From an optimization exercise on the open Yosys and OpenROAD flow, aimed at a short achievable clock period and few clock cycles; shortcuts taken in it are not production practice.
Function was checked by simulation only, so behaviour that the tests miss may differ from the original.
Power figures rest on the tool's default switching activity, not on a simulated workload.

## flow/design.v (module list and top-level ports; edited modules follow where they fit)
// module cutevm: 1638 lines
module cutevm (
    input  wire        clk,
    input  wire        rst,
    output reg         mem_valid,
    output reg         mem_we,
    output reg  [13:0] mem_addr,      
    output reg  [15:0] mem_wdata,
    input  wire        mem_ready,
    input  wire [15:0] mem_rdata,
    output reg         out_valid,
    output reg  [7:0]  out_data,
    input  wire        out_taken,
    output reg         halted,
    output reg         fatal,
    output reg         fatal_ovf,      
    output reg  [31:0] stop_ip,
    output reg  [7:0]  stop_info       
);
  // ...
==> flow/run.sh <==
#!/bin/bash
# synth_recipe.tcl (not shown) runs the flow's synth.tcl, then flattens the netlist and writes it again
# the make line also repeats each setting of config.mk as NAME=value (left out here)
make -C /OpenROAD-flow-scripts/flow DESIGN_CONFIG=/design/flow/config.mk WORK_HOME=/design/flow/orfs CLKGATE_MAP_FILE= SYNTH_SCRIPT=/design/flow/synth_recipe.tcl finish
==> flow/config.mk <==
export PLATFORM = sky130hd
export DESIGN_NAME = cutevm
export DESIGN_NICKNAME = cutevm
export VERILOG_FILES = /design/flow/design.v
export SDC_FILE = /design/flow/constraint.sdc
export NUM_CORES = 4
export LEC_CHECK = 0
export CAP_MARGIN = 20
export CORE_MARGIN = 2
export CORE_UTILIZATION = 30
export PLACE_DENSITY = 0.5
export SLEW_MARGIN = 20
==> flow/constraint.sdc <==
create_clock -name core_clock -period 13.5 [get_ports {clk}]
set_input_delay 2.7000 -clock core_clock [delete_from_list [all_inputs] [get_ports {clk}]]
set_output_delay 2.7000 -clock core_clock [all_outputs]
set_load 0.01 [all_outputs]
==> summary.txt, run 1 <==
outcome aborted with a tool error; Fail Step synthesis; stop err ERROR: TCL interpreter returned an error: Source files actually used in the design:; YS warnings 1
Testbench counts, summed over its fixed seeds: cycles 479,267.
==> run 2: changes to the inputs <==
--- a/flow/config.mk
+++ b/flow/config.mk
@@ -5,8 +5,11 @@
 export SDC_FILE = /design/flow/constraint.sdc
 export NUM_CORES = 4
 export LEC_CHECK = 0
-export CAP_MARGIN = 20
+export CAP_MARGIN = 35
 export CORE_MARGIN = 2
 export CORE_UTILIZATION = 30
 export PLACE_DENSITY = 0.5
-export SLEW_MARGIN = 20
+export SETUP_SLACK_MARGIN = 0.4
+export SLEW_MARGIN = 30
+export SYNTH_MEMORY_MAX_BITS = 32768
+export TNS_END_PERCENT = 100
==> run 2 against run 1 <==
Now clean on timing, DRC and antenna.
==> summary.txt, run 2 <==
Post-synth EDFFs 0; dpl cell area 141,000 µm²; CTS root buffer clkbuf_16; post-layout min period 13,240 ps; worst setup margin 256 ps; initial antenna violation count 124; f_max 75.5 MHz; CTS tree done; Yosys cell types 113; final setup fails 0; Worst setup EP type output port; Peak VDD IR 374 µV; Synth async-reset ratio 0; drt wl/cell 40.1 µm; Post-Syn Area 130,000 µm²; synth cell count leaders nand2_1 (1,901), a21oi_1 (1,519), nor2_1 (1,494); max-slew violations 0; Vias 156k; largest area contributor in the netlist dfxtp_1; Residual DRC 0; core area 434,000 µm²; FF/Latch Area 20,100 µm²; FF-to-FF Start ir[0]$_SDFFE_PP0P_; Initial Utilization 0.301; clock sinks 999; TritonCTS Buffers 149; maximum buffer depth of the clock tree 4; Post-Synthesis Cells 17.0k; Final Skew 78.7 ps; YS warnings 1 (unchanged); Main synth FF type dfxtp_1; post-route ant nets 0; Initial DRC Count 26.4k; DP Worst Slack 250 ps; Worst Max-Slew Pin Slew 1240 ps; min-delay src stop_info[4]$_SDFFE_PP0P_; area of the multi-input gates 104,000 µm²; Hold WC Path Type reg -> reg; Die Wd 663 µm; commonest non-fill, non-tap cell in the layout nand2_1; Critical Path Start ir[1]$_SDFFE_PP0P_; top post-synthesis cells by area dfxtp_1 (15%), mux4_2 (14%), mux2i_1 (7.1%), a21oi_1 (5.8%), ha_1 (5.6%); most used routing layer met2; Area growth syn-to-layout 12.9%; Die Ht 663 µm; worst skew pair latency 950 ps; clock network power share 0.111; Post-Syn Nets 17.7k; CP dominant cell by count buf_4; most common cell in the synthesized netlist nand2_1; fraction of synthesized cell area taken by the top area cell type 0.153; largest net degree at the start of global routing 187; CP arrival 10,540 ps; commonest cells after routing, fill and taps aside nand2_1 (1,889), a21oi_1 (1,486), nor2_1 (1,449); num ports 104; vias in the first global route 140k; # fillers 46.1k; final hold vios 0; final net count 17.2k; Switching Fraction 0.609; sequential element share of the synthesized area 0.153; outcome complete, no violations; post-route design area 147,000 µm²; fin crit share 0.981; slew margin rel. 0.165; combinational share of power 0.785; CP Launch Type register; H-tree depth 4; Port Buf Inserts 103; first-pass GRT wire length 1220 mm; Pleak 0.0521 µW; GRT Resource Usage Total 0.390; share of cells above drive strength 1 0.161; Final HPWL DP 675 mm; max-cap violations 0; row count 242; Sw Pwr 24,100 µW; DRT Pass-1 Iters 17; WP data required 10,800 ps; met3 GRT Util 0.156; routed vias/inst 6.94; setup TNS 0 ps; Seq pwr share 0.104; #FFs+latches synth 999; full die area 440,000 µm²; CP max-delay cell and2_4; pwr dens 268 nW/µm²; met2 usage 0.546; RD Place Congestion 1.10; GRT Residual Overflow 0; met1 Resource Use GR 0.478; CP max stage delay 790 ps; final WL 904 mm; RSZ-0062 raised after global routing yes; Util after Layout 0.340; critical setup path kind reg -> out; critical path peak fanout 49; Internal 15,400 µW; clock-pin slew on the worst setup and hold paths 70 ps; mean post-synth cell area 7.65 µm²
## run 2: cells by family (layout without fill, tap and decap cells)
| kind of cell | count (synthesis) | in the layout | share of synthesized area |
|---|---|---|---|
| XOR/XNOR | 482 | 482 | 0.0324 |
| AND/OR/NAND/NOR | 5227 | 5229 | 0.183 |
| adder cells (fa/ha/maj) | 628 | 628 | 0.0625 |
| flip-flops | 999 | 999 | 0.153 |
| buffers and inverters | 2227 | 1884 | 0.0650 |
| AO/OA/AOI/OAI | 5600 | 5600 | 0.281 |
| other | 0 | 89 | 0 |
| multiplexers | 1880 | 1880 | 0.223 |
## run 2: per-stage QoR
step | hold slack (ps) | total power, µW | cells
6_report | 449 | 39500 | 22500
5_1_grt | 463 | 40700 | 22400
4_1_cts | 452 | 38000 | 22400
3_5_place_dp | 445 | 33500 | 22100
3_3_place_gp | 438 | 33500 | 22100
2_1_floorplan | 445 | 22200 | 17000
## run 2: path summary, 6_finish.rpt
check | end | slack [ps] | cells after the start
max | mem_valid | 260 | 27
min | stop_info[4]$_SDFFE_PP0P_ | 450 | 2
max reg2reg | rz[34]$_SDFF_PP1_ | 890 | 41
min reg2reg | stop_info[4]$_SDFFE_PP0P_ | 450 | 2
## run 2: layer usage
layer	part of all wire	vias up
met2	0.40	12900
met4	0.092	50
met3	0.14	3327
li1	-	63300
met5	0.00099	-
met1	0.37	76800
## run 2: what timing repair did
item                                    in CTS  in global routing
pin swaps                                    2                  6
setup buffers                                0                  7
hold buffers                                 0                  0
endpoints found under the setup margin       4                107
cloned                                       1                  1
hold endpoints to repair                     0                  0
gates resized for setup                     22                 31
## run 2: power by group through the flow
stage          combinational (µW)  clock (µW)  sequential (µW)
4_1_cts                     29500        4400             4050
3_3_place_gp                29300           0             4120
3_5_place_dp                29400           0             4110
6_report                    31000        4400             4120
5_1_grt                     32100        4480             4110
2_1_floorplan               18600           0             3650
## run 2: final cells by class
class | instances | area share
Clock buffer | 200 | 0.0286
Clock inverter | 65 | 0.00587
Tap cell | 5734 | 0.0487
Antenna cell | 89 | 0.00151
Timing Repair Buffer | 1169 | 0.0637
Sequential cell | 999 | 0.136
Inverter | 450 | 0.0115
Multi-Input combinational cell | 13800 | 0.704
## run 2: worst max-delay path, delay by kind of cell, from the launching register on
family / cells / cell delay (ps)
simple gates: 12 / 4380
compound gates: 6 / 1720
flops: 1 / 670
buf+inv: 7 / 2070
fa+ha+maj: 2 / 730

## re-timing with driven ports
The flow's constraints put no driver on any port. The routed layout listed below was extracted and timed again, unchanged, in two steps. Step 1 sets driving cells, clkbuf_16 on the clock port and buf_2 on the other inputs (assumed; they add their load-dependent delay and slew). Step 2 adds t to the input delays and takes it off the output delays; t is the mean of the earliest and latest rising clock arrival at the registers after step 1. Input paths then give back, and output paths get back, about the clock's delay inside the block. Slacks: ideal ports / drivers / drivers and shift; pairs: ideal ports / drivers.
run: run 2
t, ns: 1.018
setup WS [ns]: 0.256 / 0.153 / 0.891
clock arrival spread, ns: 0.079 / 0.079
cell pins on the clock port's net: 1
After both steps run 2 still meets setup and hold. The setup slack of run 2 moves by -0.103 ns with the drivers and by +0.635 ns with both steps.
